This design comes from an exercise in tuning for small area, a short achievable clock period and few clock cycles on the open sky130 flow, not from production work.
RTL that was checked went through simulation tests only; none was proved equivalent to the original.
For run 3, only the layout was checked, not whether the RTL still works.
Power figures rest on the tool's default switching activity, not on a simulated workload.

**flow/flow/run.sh**
```bash
#!/bin/bash
set -o pipefail
export BUFFER_PORTS_ARGS="-buffer_cell sky130_fd_sc_hd__buf_1"
bash standard.sh > standard.log 2>&1
```
**flow/standard.sh**
```bash
#!/bin/bash
# synth_recipe.tcl (not shown) runs the flow's synth.tcl, then flattens the netlist and writes it again
# the make line also repeats each setting of config.mk as NAME=value (left out here)
make -C /OpenROAD-flow-scripts/flow DESIGN_CONFIG=/design/flow/config.mk WORK_HOME=/design/flow/orfs CLKGATE_MAP_FILE= SYNTH_SCRIPT=/design/flow/synth_recipe.tcl "${@:-finish}"
```
**flow/config.mk**
```make
export PLATFORM = sky130hd
export DESIGN_NAME = updi_host
export DESIGN_NICKNAME = updi_host
export VERILOG_FILES = /design/flow/design.v
export SDC_FILE = /design/flow/constraint.sdc
export NUM_CORES = 4
export LEC_CHECK = 0
export ABC_AREA = 1
export CAP_MARGIN = 20
export CORE_MARGIN = 2
export CORE_UTILIZATION = 50
export CTS_CLUSTER_DIAMETER = 100
export CTS_CLUSTER_SIZE = 25
export SETUP_SLACK_MARGIN = 4.15
export SLEW_MARGIN = 20
```
**flow/constraint.sdc**
```tcl
create_clock -name core_clock -period 8.0 [get_ports {clk}]
set_input_delay 1.6000 -clock core_clock [delete_from_list [all_inputs] [get_ports {clk}]]
set_output_delay 1.6000 -clock core_clock [all_outputs]
set_load 0.01 [all_outputs]
```
**flow/design.v**
```verilog
module updi_host (
    input  wire        clk,
    input  wire        rst,
    input  wire        cfg_a24,
    input  wire        req_valid,
    output wire        req_ready,
    input  wire [4:0]  req_op,
    input  wire        req_wide,
    input  wire [23:0] req_addr,
    input  wire [15:0] req_data,
    input  wire [16:0] req_len,
    output wire        rsp_valid,
    output wire [2:0]  rsp_kind,
    output wire [2:0]  rsp_stage,
    output wire [2:0]  rsp_cause,
    output wire [15:0] rsp_data,
    output wire [1:0]  life,
    output wire [1:0]  session,
    output wire        desync,
    input  wire        wd_valid,
    output wire        wd_ready,
    input  wire [7:0]  wd_data,
    output wire        rd_valid,
    output wire [7:0]  rd_data,
    output wire        ctl_valid,
    output wire [2:0]  ctl_cmd,
    input  wire        ctl_ready,
    input  wire        ctl_fail,
    output wire        tx_valid,
    output wire [7:0]  tx_data,
    input  wire        tx_ready,
    input  wire        rx_valid,
    input  wire        rx_err,
    input  wire [7:0]  rx_data,
    output wire        rx_ready
);
    localparam [4:0] OP_OPEN   = 5'd0,  OP_CLOSE  = 5'd1,  OP_DBRK   = 5'd2,
                     OP_ISP    = 5'd3,  OP_CDL    = 5'd4,  OP_INIT   = 5'd5,
                     OP_LDCS   = 5'd6,  OP_STCS   = 5'd7,  OP_LOAD   = 5'd8,
                     OP_STORE  = 5'd9,  OP_SETPTR = 5'd10, OP_LDINC  = 5'd11,
                     OP_STINC  = 5'd12, OP_REPEAT = 5'd13, OP_BULK   = 5'd14,
                     OP_KEY    = 5'd15, OP_SIB    = 5'd16;
    localparam [1:0] L_CLOSED = 2'd0, L_OPENED = 2'd1, L_SYNC = 2'd2;
    localparam [1:0] S_UNSYNC = 2'd0, S_SPS = 2'd1, S_VERIFIED = 2'd2;
    localparam [2:0] K_OK = 3'd0, K_TRANSPORT = 3'd1, K_NORESP = 3'd2,
                     K_PROTOCOL = 3'd3, K_INVARG = 3'd4, K_LINKINIT = 3'd5;
    localparam [2:0] G_NONE = 3'd0, G_ARG = 3'd1, G_CONFIGURE = 3'd2,
                     G_SEND = 3'd3, G_RECEIVE = 3'd4, G_ACK = 3'd5,
                     G_CHECK = 3'd6;
    localparam [2:0] C_CLOSE = 3'd0, C_DRAIN = 3'd1, C_CFG_BREAK = 3'd2,
                     C_CFG_OP = 3'd3, C_DELAY = 3'd4;
    localparam [3:0] F_SIB  = 4'd0,  F_ISP1 = 4'd1,  F_ISP2 = 4'd2,
                     F_CDL  = 4'd3,  F_BRK  = 4'd4,
                     F_LDCS = 4'd6,  F_STCS = 4'd7,  F_LOAD = 4'd8,
                     F_STORE = 4'd9, F_PTR  = 4'd10, F_LDI  = 4'd11,
                     F_STI  = 4'd12, F_REP  = 4'd13, F_KEYH = 4'd15;
    localparam [2:0] ST_IDLE = 3'd0, ST_TX = 3'd1, ST_RX = 3'd2,
                     ST_BULK = 3'd3, ST_KEY = 3'd4, ST_KLD = 3'd5,
                     ST_SEQ = 3'd6, ST_CTL = 3'd7;
    localparam [3:0] P_O1 = 4'd0, P_O2 = 4'd1, P_O3 = 4'd2,
                     P_C1 = 4'd3, P_C2 = 4'd4,
                     P_D0 = 4'd5, P_D1 = 4'd6, P_D2 = 4'd7, P_D3 = 4'd8,
                     P_D4 = 4'd9, P_D5 = 4'd10, P_D6 = 4'd11, P_D7 = 4'd12,
                     P_D8 = 4'd13, P_D9 = 4'd14;
    reg [2:0]  st;
    reg [3:0]  pc;
    reg [3:0]  fr;
    reg [2:0]  hidx;
    reg [16:0] cnt;
    reg [1:0]  bph;             
    reg        pend;            
    reg        abort;           
    reg        retry;
    reg        ctl_fail_r;
    reg [2:0]  ctl_cmd_r;
    reg [4:0]  op;
    reg        wide;
    reg        a24;
    reg [23:0] addr;            
    wire [9:0] bcc = addr[17:8];
    reg [15:0] dat;
    reg [7:0]  ring [0:31];
    reg [4:0]  rp;
    reg [1:0]  life_r, session_r;
    reg        desync_r;
    reg        rsp_r;
    reg [2:0]  ecode;           
    localparam [2:0] E_OK = 3'd0, E_TSEND = 3'd1, E_TCFG = 3'd2, E_NORESP = 3'd3,
                     E_PROTO = 3'd4, E_INVARG = 3'd5, E_LICFG = 3'd6,
                     E_LICHK = 3'd7;
    reg [2:0]  n_st;
    reg [3:0]  n_pc, n_fr;
    reg [2:0]  n_hidx;
    reg [16:0] n_cnt;
    reg [1:0]  n_bph;
    reg        n_pend, n_abort, n_retry, n_ctl_fail_r;
    reg [2:0]  n_ctl_cmd_r;
    reg [4:0]  n_op;
    reg        n_wide, n_a24;
    reg [23:0] n_addr;
    reg [15:0] n_dat;
    reg [1:0]  n_life_r, n_session_r;
    reg        n_desync_r, n_rsp_r;
    reg [2:0]  n_ecode;
    reg        n_res;               
    reg        f_txc, f_txw, f_srcwd, f_rxa;
    reg        f_res;
    reg [7:0]  txb;             
    wire [7:0] asz   = a24 ? 8'h08 : 8'h04;
    wire [7:0] psz   = a24 ? 8'h02 : 8'h01;
    wire [7:0] dsz   = wide ? 8'h01 : 8'h00;
    reg [7:0] opc, b2;
    always @(*) begin
        case (fr)
            F_ISP1:  opc = 8'hC3;
            F_ISP2:  opc = 8'hC2;
            F_CDL:   opc = 8'h80;
            F_LDCS:  opc = {4'h8, addr[3:0]};
            F_STCS:  opc = {4'hC, addr[3:0]};
            F_LOAD:  opc = 8'h00 | asz | dsz;
            F_STORE: opc = 8'h40 | asz | dsz;
            F_PTR:   opc = 8'h68 | psz;
            F_LDI:   opc = 8'h24 | dsz;
            F_STI:   opc = 8'h64 | dsz;
            F_REP:   opc = 8'hA0;
            F_KEYH:  opc = {6'b111000, addr[1:0]};
            default: opc = 8'hE6;                        
        endcase
        case (fr)
            F_ISP1:  b2 = 8'h08;
            F_ISP2:  b2 = 8'h80;
            F_STCS:  b2 = dat[7:0];
            default: b2 = addr[7:0];                     
        endcase
    end
    function [7:0] bulk_byte(input [1:0] ph, input [2:0] ix, input [7:0] lm1);
        begin
            if (ph == 2'd0) begin
                case (ix)
                    3'd1: bulk_byte = 8'hC2;
                    3'd2: bulk_byte = 8'h0E;
                    3'd4: bulk_byte = 8'hA0;
                    3'd5: bulk_byte = lm1;
                    3'd7: bulk_byte = 8'h65;
                    default: bulk_byte = 8'h55;
                endcase
            end else begin
                case (ix[1:0])
                    2'd0: bulk_byte = 8'h55;
                    2'd1: bulk_byte = 8'hC2;
                    default: bulk_byte = 8'h06;
                endcase
            end
        end
    endfunction
    function f_last_of(input [3:0] f, input [2:0] ix, input a, input w);
        begin
            case (f)
                F_BRK:   f_last_of = (ix == 3'd0);
                F_STCS, F_REP, F_ISP1, F_ISP2:
                         f_last_of = (ix == 3'd2);
                F_LOAD, F_PTR:
                         f_last_of = (ix == (a ? 3'd4 : 3'd3));
                F_STORE: f_last_of = (ix == (a ? 3'd4 : 3'd3)) || (ix == (w ? 3'd6 : 3'd5));
                F_STI:   f_last_of = (ix == {2'b01, w});
                default: f_last_of = (ix == 3'd1);
            endcase
        end
    endfunction
    wire st_tx   = (st == ST_TX);
    wire st_bulk = (st == ST_BULK);
    wire st_key  = (st == ST_KEY);
    wire st_rx   = (st == ST_RX);
    wire tx_on   = st_tx | st_bulk | st_key;
    wire f_last    = f_last_of(fr, hidx, a24, wide);
    wire b_reqlast = (bph == 2'd2) & (hidx[1:0] == 2'd2);
    wire b_unb     = (dat[15:10] != 6'd0) | (dat == 16'd0);
    wire b_last    = b_reqlast | (!b_unb & (bcc == 10'd1));
    wire k_last    = (cnt[4:0] == 5'd0);
    wire snd_last  = (st_tx & f_last) | (st_bulk & b_last) | (st_key & k_last);
    assign tx_valid = f_txc | (f_txw & wd_valid);
    assign tx_data  = f_srcwd ? wd_data : txb;
    wire   tx_fire  = tx_valid & tx_ready;
    wire   bc       = (tx_on & pend & rx_valid) | (tx_fire & (abort | rx_valid));
    assign rx_ready = f_rxa | (tx_ready & !abort & (f_txc | (f_txw & wd_valid)));
    wire   rx_fire  = rx_ready & rx_valid;
    wire k_ld_last  = (cnt[2:0] == 3'd7) & (addr[1:0] == 2'd0 | cnt[3]) &
                      (addr[1:0] != 2'd2 | cnt[4]);
    wire   f_kld    = (st == ST_KLD) & ((rp == 5'd0) | (cnt[4:0] == 5'd0));
    assign wd_ready = f_kld | (f_txw & tx_ready);
    wire   wd_fire  = wd_ready & wd_valid;
    assign ctl_valid = (st == ST_CTL);
    assign ctl_cmd   = ctl_cmd_r;
    wire rx_dat = (fr == F_LDCS) | (fr == F_LOAD) | (fr == F_CDL);
    wire rx_ack = (fr == F_STORE) | (fr == F_PTR) | (fr == F_STI);
    wire rx_str = (fr == F_LDI) | (fr == F_SIB);
    wire cnt1   = (cnt == 17'd1);
    wire ack_fin = (fr == F_PTR) | ((fr == F_STORE) & hidx[2] & (hidx[1] | hidx[0])) |
                   ((fr == F_STI) & cnt1);
    wire is_ack  = (rx_data == 8'h40);
    wire nz      = (rx_data != 8'h00);
    wire y_any   = st_rx & cnt1 & ((rx_dat & (fr != F_CDL)) | rx_str);
    wire y_ack   = st_rx & rx_ack & ack_fin;
    wire y_cdl   = st_rx & cnt1 & (fr == F_CDL) & (op == OP_CDL);
    wire y_fin   = y_any | y_ack | y_cdl;
    wire y_ok    = !rx_err & nz;
    assign rsp_valid = rsp_r;
    assign req_ready = (st == ST_IDLE);
    wire   accept    = req_valid & req_ready;
    reg [2:0] ek, eg;
    always @(*) begin
        case (ecode)
            E_TSEND:  begin ek = K_TRANSPORT; eg = G_SEND;      end
            E_TCFG:   begin ek = K_TRANSPORT; eg = G_CONFIGURE; end
            E_NORESP: begin ek = K_NORESP;    eg = G_RECEIVE;   end
            E_PROTO:  begin ek = K_PROTOCOL;  eg = G_ACK;       end
            E_INVARG: begin ek = K_INVARG;    eg = G_ARG;       end
            E_LICFG:  begin ek = K_LINKINIT;  eg = G_CONFIGURE; end
            E_LICHK:  begin ek = K_LINKINIT;  eg = G_CHECK;     end
            default:  begin ek = K_OK;        eg = G_NONE;      end
        endcase
    end
    assign rsp_kind  = ek;
    assign rsp_stage = eg;
    assign rsp_cause = (ecode == E_LICFG) ? K_TRANSPORT : K_OK;
    assign rsp_data  = dat & {16{f_res}};
    assign rd_valid = st_rx & rx_str & rx_valid & !rx_err;
    assign rd_data  = rx_data;
    assign life    = life_r;
    assign session = session_r;
    assign desync  = desync_r;
    wire rq_ldi  = (req_op == OP_LDINC) | (req_op == OP_STINC);
    wire rq_rep  = (req_op == OP_REPEAT) | (req_op == OP_BULK);
    wire arg_bad = (req_op > OP_SIB) ||
                   (rq_ldi && (req_len[15:0] == 16'd0 || req_len[16])) ||
                   (rq_rep && (req_len == 17'd0 || req_len > 17'd256)) ||
                   ((req_op == OP_KEY) && (req_len > 17'd2));
    wire closed  = (life_r == L_CLOSED);
    wire       k_load = (st == ST_KLD) & wd_fire;
    wire [4:0] n_rp   = k_load ? 5'd0 : rp + 5'd1 + {4'd0, st_key & bc};
    integer i;
    always @(posedge clk) begin
        ring[0] <= k_load ? wd_data : ring[31];
        for (i = 1; i < 32; i = i + 1)
            ring[i] <= ring[i-1];
        rp <= n_rp;
    end
    wire n_tx_on  = (n_st == ST_TX) | (n_st == ST_BULK) | (n_st == ST_KEY);
    wire n_srcwd  = ((n_st == ST_TX) & (n_fr == F_STI) & n_hidx[1]) |
                    ((n_st == ST_BULK) & (n_bph == 2'd1));
    wire n_kblk   = (n_st == ST_KEY) & n_rp[0];
    wire n_txc    = n_tx_on & !n_pend & !n_srcwd & !n_kblk;
    wire n_txw    = n_tx_on & !n_pend & n_srcwd;
    wire n_strx   = (n_st == ST_RX);
    wire acc_sess = (req_op == OP_ISP) | (req_op == OP_CDL) | (req_op == OP_INIT);
    wire acc_req  = (req_op >= OP_LDCS) & (req_op <= OP_SIB) & !arg_bad;
    wire acc_txon = !closed & (acc_sess | (acc_req & (req_op != OP_KEY)));
    wire acc_kld  = !closed & acc_req & (req_op == OP_KEY);
    wire acc_idle = !acc_txon & !acc_kld & (req_op > OP_DBRK);
    wire n_rxstr  = (n_fr == F_LDI) | (n_fr == F_SIB);
    wire [7:0] n_kbyte = ring[{rp[4:1], 1'b1}];
    reg  [7:0] n_byte;
    always @(*) begin
        case (n_st)
            ST_KEY:  n_byte = n_kbyte;
            ST_BULK: n_byte = bulk_byte(n_bph, n_hidx, addr[7:0]);
            default: case (n_hidx)
                         3'd0: n_byte = (n_fr == F_BRK) ? 8'h00 : 8'h55;
                         3'd1: n_byte = opc;
                         3'd2: n_byte = b2;
                         3'd3: n_byte = addr[15:8];
                         3'd4: n_byte = addr[23:16];
                         3'd5: n_byte = dat[7:0];
                         default: n_byte = dat[15:8];
                     endcase
        endcase
    end
    always @(posedge clk) begin
        txb      <= acc ? 8'h55   : n_byte;
        f_txc    <= acc ? acc_txon : n_txc;
        f_txw    <= !acc & n_txw;
        f_srcwd  <= !acc & n_srcwd;
        f_rxa    <= !acc & (n_strx | (n_tx_on & !n_abort & n_pend));
        f_res    <= !acc & n_res;
    end
    always @(posedge clk) begin
        st <= m_st; pc <= m_pc; fr <= m_fr; hidx <= m_hidx; cnt <= m_cnt;
        bph <= m_bph; pend <= m_pend; abort <= m_abort;
        retry <= m_retry; ctl_fail_r <= m_ctl_fail_r;
        ctl_cmd_r <= m_ctl_cmd_r; op <= m_op; wide <= m_wide; a24 <= m_a24;
        addr <= m_addr; dat <= m_dat; life_r <= m_life_r; session_r <= m_session_r;
        desync_r <= m_desync_r; rsp_r <= m_rsp_r; ecode <= m_ecode;
    end
    task automatic fail(input [2:0] e);
        begin
            n_rsp_r = 1'b1;
            n_ecode = e;
            if (op != OP_OPEN && op != OP_DBRK)
                n_desync_r = 1'b1;
            n_st = ST_IDLE;
        end
    endtask
    task automatic done_ok;
        begin
            n_rsp_r = 1'b1;
            n_st    = ST_IDLE;
        end
    endtask
    task automatic ctl(input [2:0] c, input [3:0] next);
        begin
            n_ctl_cmd_r = c; n_st = ST_CTL; n_pc = next;
        end
    endtask
    task automatic send(input [3:0] f);
        begin
            n_fr = f; n_hidx = 3'd0; n_st = ST_TX;
        end
    endtask
    task automatic cdl_miss;
        begin
            if (op == OP_CDL)
                done_ok;
            else if (!retry) begin
                n_retry = 1'b1; n_st = ST_SEQ; n_pc = P_D0;
            end else
                fail(E_LICHK);
        end
    endtask
    always @(*) begin
        n_st = st;
        n_pc = pc;
        n_fr = fr;
        n_hidx = hidx;
        n_cnt = cnt;
        n_bph = bph;
        n_pend = pend;
        n_abort = abort;
        n_retry = retry;
        n_ctl_fail_r = ctl_fail_r;
        n_ctl_cmd_r = ctl_cmd_r;
        n_op = op;
        n_wide = wide;
        n_a24 = a24;
        n_addr = addr;
        n_dat = dat;
        n_life_r = life_r;
        n_session_r = session_r;
        n_desync_r = desync_r;
        n_rsp_r = rsp_r;
        n_ecode = ecode;
        n_res = 1'b0;
        if (rst) begin
            n_st        = ST_IDLE;
            n_life_r    = L_CLOSED;
            n_session_r = S_UNSYNC;
            n_desync_r  = 1'b0;
            n_rsp_r     = 1'b0;
            n_ecode     = E_OK;
            n_pend      = 1'b0;
            n_abort     = 1'b0;
        end else begin
            n_rsp_r = 1'b0;
            if (bc) n_pend = 1'b0;
            else if (tx_fire) n_pend = 1'b1;
            if (bc & snd_last) n_abort = 1'b0;
            else if (tx_on & rx_fire & rx_err) n_abort = 1'b1;
            case (st)
            ST_TX: if (bc) begin
                if (!f_last) n_hidx = hidx + 3'd1;
                else begin
                    case (fr)
                        F_STCS, F_REP: done_ok;
                        F_ISP1: begin
                            n_session_r = S_SPS;
                            send(F_ISP2);
                        end
                        F_ISP2: if (op == OP_ISP) done_ok;
                                else send(F_CDL);
                        F_BRK:  n_st = ST_SEQ;
                        F_KEYH: n_st = ST_KEY;
                        F_LDI:  n_st = ST_RX;
                        F_SIB:  begin n_cnt = 17'd32; n_st = ST_RX; end
                        F_LOAD: begin n_cnt = wide ? 17'd2 : 17'd1; n_st = ST_RX; n_dat = 16'd0; end
                        F_LDCS: begin n_cnt = 17'd1; n_st = ST_RX; n_dat = 16'd0; end
                        F_CDL:  begin n_cnt = 17'd1; n_st = ST_RX; end
                        default: n_st = ST_RX;                
                    endcase
                end
            end
            ST_BULK: if (bc) begin
                n_addr[17:8] = b_last ? dat[9:0] : bcc - 10'd1;
                n_hidx = hidx + 3'd1;
                case (bph)
                    2'd0: if (hidx == 3'd7) n_bph = 2'd1;
                    2'd1: begin
                        n_cnt = cnt - 17'd1;
                        if (cnt1) begin n_bph = 2'd2; n_hidx = 3'd0; end
                    end
                    default: if (b_reqlast) done_ok;
                endcase
            end
            ST_KEY: if (bc) begin
                n_cnt = cnt - 17'd1;
                if (k_last) done_ok;
            end
            ST_KLD: if (wd_fire) begin
                if (k_ld_last) send(F_KEYH);
                else n_cnt = cnt + 17'd1;
            end
            ST_RX: if (rx_valid) begin
                if (y_fin) begin
                    n_rsp_r = 1'b1;
                    n_st    = ST_IDLE;
                    n_res   = rx_dat;
                    if (rx_err) begin
                        n_ecode = (fr == F_CDL) ? E_OK : E_NORESP;
                        n_desync_r = 1'b1;
                    end else if (rx_ack & !is_ack) begin
                        n_ecode = E_PROTO;
                        n_desync_r = 1'b1;
                    end
                    if (fr == F_CDL) begin
                        n_dat = {15'd0, y_ok};
                        if (y_ok) n_session_r = S_VERIFIED;
                    end else
                        n_dat = {dat[7:0], rx_data};
                end else if (rx_err) begin
                    if (fr == F_CDL) begin
                        n_desync_r = 1'b1;
                        cdl_miss;
                    end else
                        fail(E_NORESP);
                end else if (rx_ack) begin
                    if (!is_ack)
                        fail(E_PROTO);
                    else if (ack_fin)
                        done_ok;
                    else if (fr == F_STORE) begin
                        n_hidx = 3'd5; n_st = ST_TX;
                    end else begin
                        n_cnt = cnt - 17'd1; n_hidx = 3'd2; n_st = ST_TX;
                    end
                end else begin
                    n_dat  = {dat[7:0], rx_data};
                    n_cnt  = cnt - 17'd1;
                    if (cnt1) begin
                        if (fr != F_CDL)
                            done_ok;
                        else if (nz) begin
                            n_session_r = S_VERIFIED;
                            done_ok;
                        end else
                            cdl_miss;
                    end
                end
            end
            ST_CTL: if (ctl_ready) begin
                n_ctl_fail_r = ctl_fail;
                n_st = ST_SEQ;
            end
            ST_SEQ: begin
                case (pc)
                    P_O1: begin
                        if (!closed) ctl(C_CLOSE, P_O2); else n_pc = P_O2;
                        n_life_r = L_CLOSED;
                    end
                    P_O2: ctl(C_CFG_OP, P_O3);
                    P_O3: if (ctl_fail_r) fail((op == OP_INIT && retry) ? E_LICFG : E_TCFG);
                          else begin
                              ctl(C_DRAIN, P_D0);
                              n_life_r = L_OPENED; n_session_r = S_UNSYNC;
                          end
                    P_C1: if (!closed) ctl(C_CLOSE, P_C2); else n_pc = P_C2;
                    P_C2: begin
                        n_life_r = L_CLOSED; n_session_r = S_UNSYNC; n_desync_r = 1'b0;
                        done_ok;
                    end
                    P_D0: begin
                        if (!closed) ctl(C_CLOSE, P_D1); else n_pc = P_D1;
                        n_life_r = L_CLOSED;
                    end
                    P_D1: ctl(C_CFG_BREAK, P_D2);
                    P_D2: if (ctl_fail_r) fail((op == OP_INIT && retry) ? E_LICFG : E_TCFG);
                          else begin
                              ctl(C_DRAIN, P_D3);
                              n_life_r = L_OPENED; n_session_r = S_UNSYNC;
                          end
                    P_D3: begin send(F_BRK); n_pc = P_D4; end
                    P_D4: ctl(C_DELAY, P_D5);
                    P_D5: begin send(F_BRK); n_pc = P_D6; end
                    P_D6: begin ctl(C_CLOSE, P_D7); n_life_r = L_CLOSED; end
                    P_D7: ctl(C_CFG_OP, P_D8);
                    P_D8: if (ctl_fail_r) fail((op == OP_INIT && retry) ? E_LICFG : E_TCFG);
                          else begin
                              n_life_r = L_SYNC; n_session_r = S_UNSYNC; n_desync_r = 1'b0;
                              ctl(C_DRAIN, P_D9);
                          end
                    P_D9: if (op == OP_INIT) send(F_ISP1); else done_ok;
                    default: done_ok;
                endcase
            end
            default: ;
            endcase
        end
    end
    reg [2:0] m_st;
    reg [3:0] m_pc;
    reg [3:0] m_fr;
    reg [2:0] m_hidx;
    reg [16:0] m_cnt;
    reg [1:0] m_bph;
    reg  m_pend;
    reg  m_abort;
    reg  m_retry;
    reg  m_ctl_fail_r;
    reg [2:0] m_ctl_cmd_r;
    reg [4:0] m_op;
    reg  m_wide;
    reg  m_a24;
    reg [23:0] m_addr;
    reg [15:0] m_dat;
    reg [1:0] m_life_r;
    reg [1:0] m_session_r;
    reg  m_desync_r;
    reg  m_rsp_r;
    reg [2:0] m_ecode;
    wire acc = accept & !rst;
    always @(*) begin
        m_st = n_st;
        m_pc = n_pc;
        m_fr = n_fr;
        m_hidx = n_hidx;
        m_cnt = n_cnt;
        m_bph = n_bph;
        m_pend = n_pend;
        m_abort = n_abort;
        m_retry = n_retry;
        m_ctl_fail_r = n_ctl_fail_r;
        m_ctl_cmd_r = n_ctl_cmd_r;
        m_op = n_op;
        m_wide = n_wide;
        m_a24 = n_a24;
        m_addr = n_addr;
        m_dat = n_dat;
        m_life_r = n_life_r;
        m_session_r = n_session_r;
        m_desync_r = n_desync_r;
        m_rsp_r = n_rsp_r;
        m_ecode = n_ecode;
        if (acc) begin
            m_op       = req_op;
            m_wide     = req_wide;
            m_a24      = cfg_a24;
            m_addr     = req_addr;
            if (req_op == OP_REPEAT || req_op == OP_BULK)
                m_addr[7:0] = req_len[7:0] - 8'd1;
            if (req_op == OP_KEY)
                m_addr[7:0] = req_len[7:0];
            m_dat      = req_data;
            m_retry    = 1'b0;
            m_pend     = 1'b0;
            m_abort    = 1'b0;
            m_ecode    = E_OK;
            m_hidx     = 3'd0;
            m_fr       = req_op[3:0];
            case (req_op)
                OP_LDINC: m_cnt = req_wide ? {req_len[15:0], 1'b0} : {1'b0, req_len[15:0]};
                OP_STINC: m_cnt = {1'b0, req_len[15:0]};
                OP_BULK:  m_cnt = {7'd0, req_len[8:0], 1'b0};
                default:  m_cnt = 17'd0;
            endcase
            m_bph = 2'd0;
            if (req_op == OP_BULK)
                m_addr[17:8] = (req_data != 16'd0 && req_data < 16'd10) ? 10'd6
                                                                       : req_data[9:0];
            case (req_op)
                OP_OPEN:  begin m_st = ST_SEQ; m_pc = P_O1; end
                OP_CLOSE: begin m_st = ST_SEQ; m_pc = P_C1; end
                OP_DBRK:  begin m_st = ST_SEQ; m_pc = P_D0; end
                OP_ISP, OP_INIT: begin
                    if (closed) begin
                        m_rsp_r = 1'b1; m_ecode = E_TSEND;
                        m_st = ST_IDLE;
                    end else begin
                        m_fr = F_ISP1; m_st = ST_TX;
                    end
                end
                OP_CDL: begin
                    if (closed) begin
                        m_rsp_r = 1'b1; m_st = ST_IDLE;
                    end else begin
                        m_fr = F_CDL; m_st = ST_TX;
                    end
                end
                default: begin
                    if (arg_bad) begin
                        m_rsp_r = 1'b1; m_ecode = E_INVARG;
                        m_st = ST_IDLE;
                    end else if (closed) begin
                        m_rsp_r = 1'b1; m_ecode = E_TSEND;
                        m_st = ST_IDLE;
                    end else if (req_op == OP_KEY)
                        m_st = ST_KLD;
                    else if (req_op == OP_BULK)
                        m_st = ST_BULK;
                    else
                        m_st = ST_TX;
                end
            endcase
        end
    end
endmodule
```
==> impl_results.md, run 1 <==
- Site row count: 65
- Vias in the first global route: 13309
- Async SR Flop Fraction: 0%
- Core area: 0.0315 sq mm
- Fin nets: 2213
- Slew @ Worst Pin: 1.08 ns
- First-pass GRT wire length: 74900 microns
- Initial DRC count: 1223
- Area after DPL: 0.0169 sq mm
- Hold_ws: 0.330 ns
- Setup Slack @ Placement: 3.40 ns
- Final GP Congestion: 1.00
- WHS Path Cells: 0
- Critical hold path startpoint: ring[0][0]$_DFF_P_
- Cell area power density: 231 mW/mm^2
- Die height: 183 microns
- RSZ-0062 raised after global routing: true
- MaxCap Viol Count: 0
- Vias: 14074
- Final setup violation count: 0
- Worst endpoint required time: 6.40 ns
- Design area: 0.0176 sq mm
- Largest net degree at the start of global routing: 51
- Distinct cells, synth: 59
- Num Clock Sinks: 370
- Pre-Repair DR Iteration Count: 6
- Final Power: 4.06 mW
- Initial Utilization: 50.8%
- Pins Over Slew Limit: 0
- Ys flop type: dfxtp_1
- Hold Vio Cnt, Final: 0
- Post-synth top area cell: dfxtp_1
- Final period util: 49.5%
- Synth Cell Area: 0.0160 sq mm
- Number of synthesized register bits: 370
- Top cells by area, synth: dfxtp_1, edfxtp_1, nand2_1, inv_1, nor2_1
- CTS tree: built
- Setup ws final: 4.04 ns
- Ports: 145
- CTS buffer count: 19
- Clock latency on the worst-skew pair: 0.53 ns
- Post-Place Cells: 2484
- Post-DP HPWL: 37300 microns
- Antenna Nets Post-Route: 0
- Die Area: 0.0334 sq mm
- Min-Delay Path Class: reg2reg
- Pleak: 7.44 nW
- Crit path max fanout: 6
- Slew HR: 26.2%
- Post-synthesis cell count: 1978
- Via density: 5.59
- Peak supply drop: 0.000165 V
- R2r startpoint: fr[1]$_DFF_P_
- Skew final: 0.0321 ns
- TNS Setup: 0 ns
- R2R depth: 12
- Ys Warns: 2
- Clk pin slew, worst setup/hold paths: 0.09 ns
- Die X-Extent: 183 microns
- Tmin final: 3.96 ns
- IO Port Bufs: 142
- Fmax: 253 MHz
- Hold_buf cts: 0
- Avg WL per Cell: 19.5 microns
- DRC: 0
- Sequential area share after synthesis: 50.8%
- Outcome: finished clean
- Yosys top cell area share: 37.5%
- WP data arrival: 2.36 ns
- Most used standard cell by instance count after synthesis: nand2_1
- Startpoint types: primary input
- EDFF count, synth: 71
- Non-Filler Instances: 2516
- R2R Path End: dat[11]$_DFFE_PP_
- Critical Path End Type: output port
- Root buffer cell: clkbuf_16
- Synth top cells by count: nand2_1, dfxtp_1, inv_1
- Layout overhead on the synthesized area: 9.90%
- H-tree Lvls: 1
- Total GRT Usage: 28.6%
- CTS Buffer Depth: 3
- Final wirelength: 49100 microns
- Layout cells sized above 1: 6.86%
- Antenna diodes: 0
- Reg2Reg Setup Slack: 4.39 ns
- Setup Crit Path Kind: in2out
- Mapped Avg Cell Area: 8.08 sq um
- Initial antenna violation count: 0
- Grt total ovfl: 0
- Worst hold endpoint: ring[1][0]$_DFF_P_
- Final core utilization: 55.8%
==> per-layer routing <==
layer | track usage [%] | vias to the layer above | wire (microns)
li1 | - | 6873 | -
met1 | 37.4 | 6632 | 21200
met2 | 49.8 | 475 | 23500
met3 | 2.58 | 94 | 2360
met4 | 9.70 | 0 | 2020
met5 | 0 | - | 0
==> critical path, stage by stage <==
cell and delay (ns):
buf_2 0.15, inv_1 0.10, nor2_4 0.14, nand2_1 0.08, nor2_1 0.13, clkbuf_2 0.15
==> flip-flops by register name, summed over array words and instances, names as in the netlist, 3 cells and up <==
signal     flops
hidx           3
fr             4
addr          24
op             5
rp             5
ecode          3
dat           16
st             3
ctl_cmd_r      3
txb            8
pc             4
ring         256
cnt           17
==> placed cells by master (no fill, tap or decap), types with 37 or more instances in the layout <==
cell      count
nand3_1     140
buf_1       136
o21ai_0     124
dfxtp_1     298
nor2_1      220
nand2_1     383
nor3_1       37
nand4_1      38
a21oi_1      67
edfxtp_1     71
inv_1       247
==> cells by family (layout without fill, tap and decap cells) <==
kind of cell               after synthesis  after routing  share of synthesized area [%]
AOI/OAI and AO/OA                      348            348                           13.8
muxes                                    8              8                          0.564
and+or+nand+nor                        903            903                           24.9
adders and majority gates               14             14                           1.10
buffers and inverters                  320            455                           8.01
DFF                                    370            370                           50.8
xor gates and xnor gates                14             14                          0.767
other                                    1              2                         0.0235
==> power by group <==
group | leakage [nW] | internal, mW | switching, mW
sequential | 3.10 | 1.96 | 0.0748
combinational | 4.08 | 0.307 | 0.679
clock | 0.260 | 0.451 | 0.585
==> layout make-up <==
| class | instances | area (sq um) |
|---|---|---|
| tap | 402 | 503 |
| timing repair buffer | 162 | 739 |
| clock inverter | 3 | 33.8 |
| inverter | 268 | 1010 |
| sequential | 370 | 8120 |
| clock buffer | 22 | 497 |
| fill | 3079 | 13900 |
| multi-input combinational | 1289 | 6660 |
==> worst max-delay path by stage <==
stage / startpoint / to / slack (ns) / depth (start not counted)
CTS: st[1]$_DFF_P_ / rd_valid / 3.96 / 11
global placement: req_len[0] / st[1]$_DFF_P_ / 3.39 / 12
global route: st[1]$_DFF_P_ / rd_valid / 4.00 / 11
floorplan: rst / dat[0]$_DFFE_PP_ / 4.31 / 7
detailed placement: req_len[0] / st[1]$_DFF_P_ / 3.40 / 12
finish: rx_valid / rd_valid / 4.04 / 6
==> what timing repair did <==
item                                    4_1_cts  5_1_grt
pin swaps                                     4        5
buffers inserted                              2        4
resized for setup                            19       10
endpoints found under the hold margin         0        0
endpoints found under the setup margin        4       32
gates cloned                                  0        1
Testbench counts, summed over its fixed seeds: cycles 23,533.
==> inputs of run 2 (changes only) <==
--- a/flow/config.mk
+++ b/flow/config.mk
@@ -9,7 +9,7 @@
 export CAP_MARGIN = 20
 export CORE_MARGIN = 2
-export CORE_UTILIZATION = 50
+export CORE_UTILIZATION = 60
 export CTS_CLUSTER_DIAMETER = 100
 export CTS_CLUSTER_SIZE = 25
-export SETUP_SLACK_MARGIN = 4.15
+export SETUP_SLACK_MARGIN = 4.3
 export SLEW_MARGIN = 20
==> run 2 against run 1 <==
  * Flip-flop and latch count is the same
  * Core utilization grew 12 points
  * Largest power group unchanged
  * Combinational power grew 4%
  * Via count grew 4.1%
  * Critical path type unchanged
  * Still clean on timing, DRC and antenna
  * First-iteration DRC count grew 43%
  * Register-to-register slack gained 0.06 ns
==> impl_results.md, run 2 <==
- Outcome: finished clean
- Top reg by flops: ring
- Reg2Reg Setup Slack: 4.45 ns
- Switching Share: 33.2%
- Root buffer cell: clkbuf_16
- Die height: 167 microns
- Antenna Nets Post-Route: 0
- Slew HR: 27.2%
- Ys Warns: 2
- Psw: 1.36 mW
- Synth Cell Area: 0.0160 sq mm
- Tmin final: 3.80 ns
- Total GRT Usage: 33.9%
- Sequential power share: 49.7%
- Async SR Flop Fraction: 0%
- Post-synthesis mux area share: 0.564%
- CTS buffer count: 19
- R2R depth: 12
- FF+latch area: 0.00812 sq mm
- WP data arrival: 2.20 ns
- Non-Filler Instances: 2458
- Post-DP HPWL: 36600 microns
- Internal: 2.74 mW
- Grt total ovfl: 0
- First-pass GRT wire length: 75200 microns
- Clk pin slew, worst setup/hold paths: 0.09 ns
- Core area: 0.0261 sq mm
- Post-Place Cells: 2416
- Worst hold endpoint: ring[29][6]$_DFF_P_
- Setup ws final: 4.20 ns
- Via density: 5.96
- Clk pwr share: 25.2%
- Pins Over Slew Limit: 0
- Mapped Avg Cell Area: 8.08 sq um
- Commonest non-fill, non-tap cell in the layout: nand2_1
- Antenna diodes: 0
- FILL cells: 2194
- Critical Path End Type: output port
- Simple-Gate Fraction of Synth Area: 24.9%
- RSZ-0062 raised after global routing: true
- WHS Path Cells: 0
- Fin nets: 2221
- Distinct cells, synth: 59
- R2R Path End: dat[8]$_DFFE_PP_
- EDFF count, synth: 71
- H-tree Lvls: 1
- Hold_buf cts: 0
- Area of the multi-input gates: 0.00670 sq mm
- Layout overhead on the synthesized area: 10.8%
- DRC: 0
- Min-Delay Path Class: reg2reg
- Die Area: 0.0280 sq mm
- MaxCap Viol Count: 0
- Sequential area share after synthesis: 50.8%
- Startpoint types: primary input
- Crit path max fanout: 2
- Vias in the first global route: 14019
- Fmax: 263 MHz
- Hold_ws: 0.328 ns
- Slew @ Worst Pin: 1.06 ns
- Main combinational cell family by area after synthesis: simple AND/OR/NAND/NOR gates
- Critical hold path startpoint: ring[28][6]$_DFF_P_
- Worst endpoint required time: 6.40 ns
- Post-synth top area cell: dfxtp_1
- Synth Area in Compound Gates: 13.8%
- Cell area power density: 232 mW/mm^2
- IO Port Bufs: 142
- Ports: 145
- Clock latency on the worst-skew pair: 0.53 ns
- Most used standard cell by instance count after synthesis: nand2_1
- Site row count: 59
- Initial antenna violation count: 0
- Largest net degree at the start of global routing: 64
- Avg WL per Cell: 20.2 microns
- Final wirelength: 49600 microns
- Num Clock Sinks: 370
- Power share of the combinational group: 25.2%
- Initial Utilization: 61.1%
- Setup Crit Path Kind: in2out
- R2r startpoint: fr[0]$_DFF_P_
- Peak supply drop: 0.000148 V
- Layout cells sized above 1: 8.24%
- Post-synthesis cell count: 1978
- Final GP Congestion: 1.03
- Final setup violation count: 0
- Max reg flops: 256
- Initial DRC count: 1744
- CTS tree: built
- Pre-Repair DR Iteration Count: 25
- Post-Synth Adder-Cell Area: 1.10%
- Pleak: 7.57 nW
- Commonest cells after routing, fill and taps aside: nand2_1, dfxtp_1, inv_1, nor2_1, nand3_1
- Final period util: 47.5%
- Regs by FF count: ring (256), addr (24), cnt (17)
- Setup Slack @ Placement: 3.80 ns
- Number of synthesized register bits: 370
- CTS Buffer Depth: 3
- Die X-Extent: 167 microns
- Top cells by area, synth: dfxtp_1, edfxtp_1, nand2_1, inv_1, nor2_1
- Ys flop type: dfxtp_1
- Skew final: 0.0218 ns
- Synth top cells by count: nand2_1, dfxtp_1, inv_1
- TNS Setup: 0 ns
- Post-Synth XOR/XNOR Area: 0.767%
- Vias: 14654
- Hold Vio Cnt, Final: 0
- Yosys top cell area share: 37.5%
## run 2: worst max-delay path by stage
| stage | startpoint | to | slack, ns | cells after the start |
|---|---|---|---|---|
| 4_1_cts | wd_valid | rx_ready | 4.18 | 6 |
| 3_5_place_dp | tx_ready | txb[4]$_SDFF_PP1_ | 3.80 | 15 |
| 5_1_grt | wd_valid | rx_ready | 4.17 | 6 |
| 3_3_place_gp | rx_valid | rd_valid | 3.84 | 6 |
| 2_1_floorplan | rst | dat[0]$_DFFE_PP_ | 4.31 | 7 |
| 6_report | wd_valid | rx_ready | 4.20 | 6 |
## run 2: stage by stage
step	util (%)	cell area, sq um	power [mW]
6_report	67.7	17700	4.10
3_3_place_gp	64.1	16800	3.04
2_1_floorplan	-	16000	2.70
5_1_grt	67.7	17700	4.26
4_1_cts	67.0	17500	4.06
3_5_place_dp	64.1	16800	3.04
## run 2: repair_timing
action                                  4_1_cts  5_1_grt
gates resized for setup                      42       46
endpoints found under the setup margin       23       32
pin swaps                                     5        6
gates cloned                                  1        0
buffers inserted                              5       10
## run 2: layer usage
metal  up-vias  routed length (microns)  global-route usage (%)
met1      6878                    19600                    43.1
li1       6878                        -                       -
met3       135                     3670                    3.78
met4         0                     2490                    15.5
met2       763                    23800                    58.4
met5         -                        0                       0
## run 2: logic make-up (layout without fill, tap and decap cells)
logic type | after synthesis | after routing
mux | 8 | 8
compound gates | 348 | 348
buf+inv | 320 | 464
flops | 370 | 370
simple gates | 903 | 903
fa+ha+maj | 14 | 14
other cells | 1 | 2
xor+xnor | 14 | 14
## run 2: power by group through the flow
stage / Sequential (mW) / Combinational (mW) / Clock (mW)
6_report: 2.04 / 1.03 / 1.03
5_1_grt: 2.04 / 1.11 / 1.10
4_1_cts: 2.03 / 0.990 / 1.04
3_5_place_dp: 2.08 / 0.967 / 0
3_3_place_gp: 2.08 / 0.961 / 0
2_1_floorplan: 2.04 / 0.657 / 0
## run 2: layout make-up
| cell class | instances | area share [%] |
|---|---|---|
| well taps | 335 | 2.37 |
| repair buffers | 170 | 5.13 |
| clock buffers | 21 | 2.73 |
| inverters | 268 | 5.76 |
| clock inverters | 5 | 0.269 |
| flip-flops and latches | 370 | 45.9 |
| multi-input cells | 1289 | 37.8 |
## run 2: critical path, cell delays in order
cell,delay (ns)
buf_8,0.10
a21oi_4,0.12
nor2_2,0.06
a21oi_2,0.14
inv_1,0.05
buf_2,0.13
==> inputs of run 3 (changes only) <==
--- a/flow/design.v
+++ b/flow/design.v
@@ -105,5 +105,5 @@
     reg        n_res;               
     reg        f_txc, f_txw, f_srcwd, f_rxa;
-    reg        f_res;
+    reg        f_res, f_xtxv, f_xpend, f_xabort;
     reg [7:0]  txb;             
     wire [7:0] asz   = a24 ? 8'h08 : 8'h04;
@@ -205,6 +205,8 @@
     wire y_fin   = y_any | y_ack | y_cdl;
     wire y_ok    = !rx_err & nz;
-    assign rsp_valid = rsp_r;
-    assign req_ready = (st == ST_IDLE);
+    wire   tx_fin    = (f_xpend & rx_valid) | (f_xabort & tx_ready) |
+                       (f_xtxv & tx_ready & rx_valid);
+    assign rsp_valid = rsp_r | tx_fin;
+    assign req_ready = (st == ST_IDLE) | tx_fin;
     wire   accept    = req_valid & req_ready;
     reg [2:0] ek, eg;
@@ -250,4 +252,9 @@
                     ((n_st == ST_BULK) & (n_bph == 2'd1));
     wire n_kblk   = (n_st == ST_KEY) & n_rp[0];
+    wire n_reqlast = ((n_st == ST_TX) & f_last_of(n_fr, n_hidx, n_a24, n_wide) &
+                      ((n_fr == F_STCS) | (n_fr == F_REP) |
+                       ((n_fr == F_ISP2) & (n_op == OP_ISP)))) |
+                     ((n_st == ST_BULK) & (n_bph == 2'd2) & (n_hidx[1:0] == 2'd2)) |
+                     ((n_st == ST_KEY) & (n_cnt[4:0] == 5'd0));
     wire n_txc    = n_tx_on & !n_pend & !n_srcwd & !n_kblk;
     wire n_txw    = n_tx_on & !n_pend & n_srcwd;
@@ -283,4 +290,7 @@
         f_rxa    <= !acc & (n_strx | (n_tx_on & !n_abort & n_pend));
         f_res    <= !acc & n_res;
+        f_xtxv   <= !acc & n_reqlast & !n_pend & !n_kblk;
+        f_xpend  <= !acc & n_reqlast & n_pend;
+        f_xabort <= !acc & n_reqlast & !n_pend & !n_kblk & n_abort;
     end
     always @(posedge clk) begin
@@ -370,10 +380,10 @@
                 else begin
                     case (fr)
-                        F_STCS, F_REP: done_ok;
+                        F_STCS, F_REP: n_st = ST_IDLE;      
                         F_ISP1: begin
                             n_session_r = S_SPS;
                             send(F_ISP2);
                         end
-                        F_ISP2: if (op == OP_ISP) done_ok;
+                        F_ISP2: if (op == OP_ISP) n_st = ST_IDLE;
                                 else send(F_CDL);
                         F_BRK:  n_st = ST_SEQ;
@@ -397,10 +407,10 @@
                         if (cnt1) begin n_bph = 2'd2; n_hidx = 3'd0; end
                     end
-                    default: if (b_reqlast) done_ok;
+                    default: if (b_reqlast) n_st = ST_IDLE;
                 endcase
             end
             ST_KEY: if (bc) begin
                 n_cnt = cnt - 17'd1;
-                if (k_last) done_ok;
+                if (k_last) n_st = ST_IDLE;
             end
             ST_KLD: if (wd_fire) begin
==> run 3 against run 2 <==
  * Final area increased by 3.3%
  * Via count is 4.7% higher
  * Combinational power up 79%
  * First-iteration DRC count increased by 1.2%
  * Power is 24% higher
  * Still clean on timing, DRC and antenna
  * Critical path type unchanged
  * Register-to-register slack better by 0.10 ns
  * Sequential share of layout area decreased by 1.4 points
==> impl_results.md, run 3 <==
- Regs by FF count: ring (256), addr (24), cnt (17)
- Antenna Nets Post-Route: 0
- Top cells by area, synth: dfxtp_1, edfxtp_1, nand2_1, inv_1, nor2_1
- Setup Crit Path Kind: in2out
- Layout overhead on the synthesized area: 12.5%
- Final wirelength: 52800 microns
- CTS tree: built
- RSZ-0062 raised after global routing: true
- Mapped Avg Cell Area: 7.98 sq um
- Vias in the first global route: 14389
- Initial DRC count: 1765
- Slew @ Worst Pin: 1.31 ns
- Core area: 0.0268 sq mm
- Worst endpoint required time: 6.40 ns
- Hold_buf cts: 0
- Final Power: 5.08 mW
- Initial antenna violation count: 0
- Ports: 145
- Sequential power share: 43.1%
- Post-synthesis cell count: 2037
- Post-Place Cells: 2481
- Num Clock Sinks: 373
- Antenna diodes: 0
- Ys flop type: dfxtp_1
- CTS Buffer Depth: 3
- MaxCap Viol Count: 0
- Setup Slack @ Placement: 3.34 ns
- Fmax: 250 MHz
- Root buffer cell: clkbuf_16
- Synth top cells by count: nand2_1, dfxtp_1, inv_1
- Reg2Reg Setup Slack: 4.55 ns
- Hold_ws: 0.329 ns
- Area after DPL: 0.0171 sq mm
- Synth Cell Area: 0.0162 sq mm
- H-tree Lvls: 1
- Clk pwr share: 20.6%
- Peak supply drop: 0.000142 V
- EDFF count, synth: 66
- Switching Share: 39.9%
- Pins Over Slew Limit: 0
- Clk pin slew, worst setup/hold paths: 0.10 ns
- Final period util: 50.0%
- Site row count: 60
- Slew HR: 10.2%
- IO Port Bufs: 142
- Startpoint types: primary input
- Commonest non-fill, non-tap cell in the layout: nand2_1
- Pleak: 7.81 nW
- Yosys top cell area share: 37.8%
- Post-synth top area cell: dfxtp_1
- Die Area: 0.0284 sq mm
- Worst-path cell chain: buf_12 -> a21oi_2 -> nor2_1 -> a21oi_2 -> nand2_1 -> buf_2
- Pre-Repair DR Iteration Count: 6
- Top reg by flops: ring
- Fin nets: 2292
- Die X-Extent: 169 microns
- Largest net degree at the start of global routing: 61
- Power share of the combinational group: 36.3%
- Most used standard cell by instance count after synthesis: nand2_1
- Via density: 6.05
- Design area: 0.0183 sq mm
- Grt total ovfl: 0
- Layout cells sized above 1: 9.89%
- Total GRT Usage: 36.1%
- Non-Filler Instances: 2535
- Crit path max fanout: 3
- Tmin final: 4.00 ns
- Commonest cells after routing, fill and taps aside: nand2_1, dfxtp_1, inv_1, nor2_1, nand3_1
- Min-Delay Path Class: reg2reg
- DRC: 0
- Vias: 15341
- Die height: 169 microns
- Internal: 3.05 mW
- Most frequent CP cell: a21oi_2
- Psw: 2.03 mW
- Critical Path End Type: output port
- Avg WL per Cell: 20.8 microns
- TNS Setup: 0 ns
- Peak per-stage delay on the critical path: 0.23 ns
- Max reg flops: 256
- Clock latency on the worst-skew pair: 0.55 ns
- WP data arrival: 2.40 ns
- Number of synthesized register bits: 373
- Final GP Congestion: 1.01
- Final core utilization: 68.2%
- First-pass GRT wire length: 80100 microns
- Initial Utilization: 60.6%
- Slowest cell on crit path: a21oi_2
- Final setup violation count: 0
- Post-DP HPWL: 39300 microns
- Sequential area share after synthesis: 50.0%
- Cell area power density: 278 mW/mm^2
- CTS buffer count: 19
- Hold Vio Cnt, Final: 0
- Skew final: 0.0270 ns
- Async SR Flop Fraction: 0%
- Setup ws final: 4.00 ns
- Ys Warns: 2
- Distinct cells, synth: 61
- Outcome: finished clean
[run 3: cell types whose count changed in the layout (fill, tap and decap cells not counted), moves of 9 or more]
cell and change:
o22ai_1 +17, o311ai_0 -9, nor2_1 -9, nor3_1 -13, a32o_1 -11, nand2_1 +32, a21oi_1 +10, xor2_1 +10
dfxtp_1 +9, inv_1 -15, o21ai_0 -10
[run 3: power groups by stage]
stage / logic (mW) / registers [mW] / clock network [mW]
finish: 1.84 / 2.19 / 1.05
global placement: 1.66 / 2.22 / 0
detailed placement: 1.67 / 2.22 / 0
CTS: 1.73 / 2.18 / 1.05
floorplan: 1.17 / 2.14 / 0
global route: 2.00 / 2.20 / 1.11
[run 3: layer usage]
metal / global-route usage (%) / wire (microns) / vias up
met2: 61.5 / 25200 / 885
met4: 19.2 / 3300 / 0
li1: - / - / 7122
met1: 45.1 / 20400 / 7167
met3: 4.30 / 3960 / 167
met5: 0 / 0 / -
[run 3: cell type report]
class                      instances  area, sq um
tap                              341          427
inverter                         262         1010
multi-input combinational       1354         7180
fill                            2223         8520
clock buffer                      22          487
clock inverter                     4         45.0
sequential                       373         8130
timing repair buffer             179          997
[run 3: timing repair]
| item | 4_1_cts | 5_1_grt |
|---|---|---|
| gates resized for setup | 55 | 90 |
| buffers inserted | 5 | 22 |
| setup endpoints to repair | 73 | 25 |
| pin swaps | 8 | 38 |
| cloned | 0 | 1 |
[run 3: cell families (layout without fill, tap and decap cells)]
logic type      count (synthesis)  count (layout)  synth area share [%]
other cells                     1               2                0.0231
flops                         373             373                  50.0
simple gates                  927             928                  25.1
buf+inv                       312             467                  7.56
mux                             8               8                 0.554
xor+xnor                       25              25                  1.35
compound gates                377             377                  14.3
fa+ha+maj                      14              14                  1.08
[run 3: worst paths after layout]
| path | from | cells after the start | end |
|---|---|---|---|
| max | rx_valid | 6 | req_ready |
| min | ring[20][5]$_DFF_P_ | 0 | ring[21][5]$_DFF_P_ |
| max reg2reg | cnt[8]$_DFFE_PP_ | 21 | f_xabort$_DFF_P_ |
| min reg2reg | ring[20][5]$_DFF_P_ | 0 | ring[21][5]$_DFF_P_ |
[run 3: critical path: cells and delay by family]
kind | cells | cell delay [ns]
AND/OR/NAND/NOR | 2 | 0.19
buffers and inverters | 2 | 0.26
AO/OA/AOI/OAI | 2 | 0.34

[port drivers added, routing unchanged]
In the flow no input, the clock included, has a driving cell. The finished layouts below were timed again as built, in two steps. Step 1: set_driving_cell puts a clkbuf_16 on clk and a buf_2 on each other input, an assumption about the parent block. Step 2 moves the port delays by t, midway between the first and last clock arrival at a register: inputs arrive t later, outputs are due t later. That takes back most of the time a late clock gives input paths. a / b / c = ideal / step 1 / step 2; a / b = the first two.
run	t, ns	setup slack, ns	worst setup path after step 2	worst register clock-pin slew, ns	worst slew at a driven data input, ns
run 1	0.568	4.043 / 4.003 / 3.803	input to register	0.10 / 0.10	0.04
run 2	0.571	4.204 / 4.164 / 3.994	input to register	0.11 / 0.11	0.07
run 3	0.587	4.003 / 3.946 / 3.652	input to register	0.12 / 0.12	0.07
After both steps setup and hold are still met in every run listed. For run 3, which loses most, drivers alone change the setup slack by -0.057 ns; drivers and shift together by -0.351 ns.
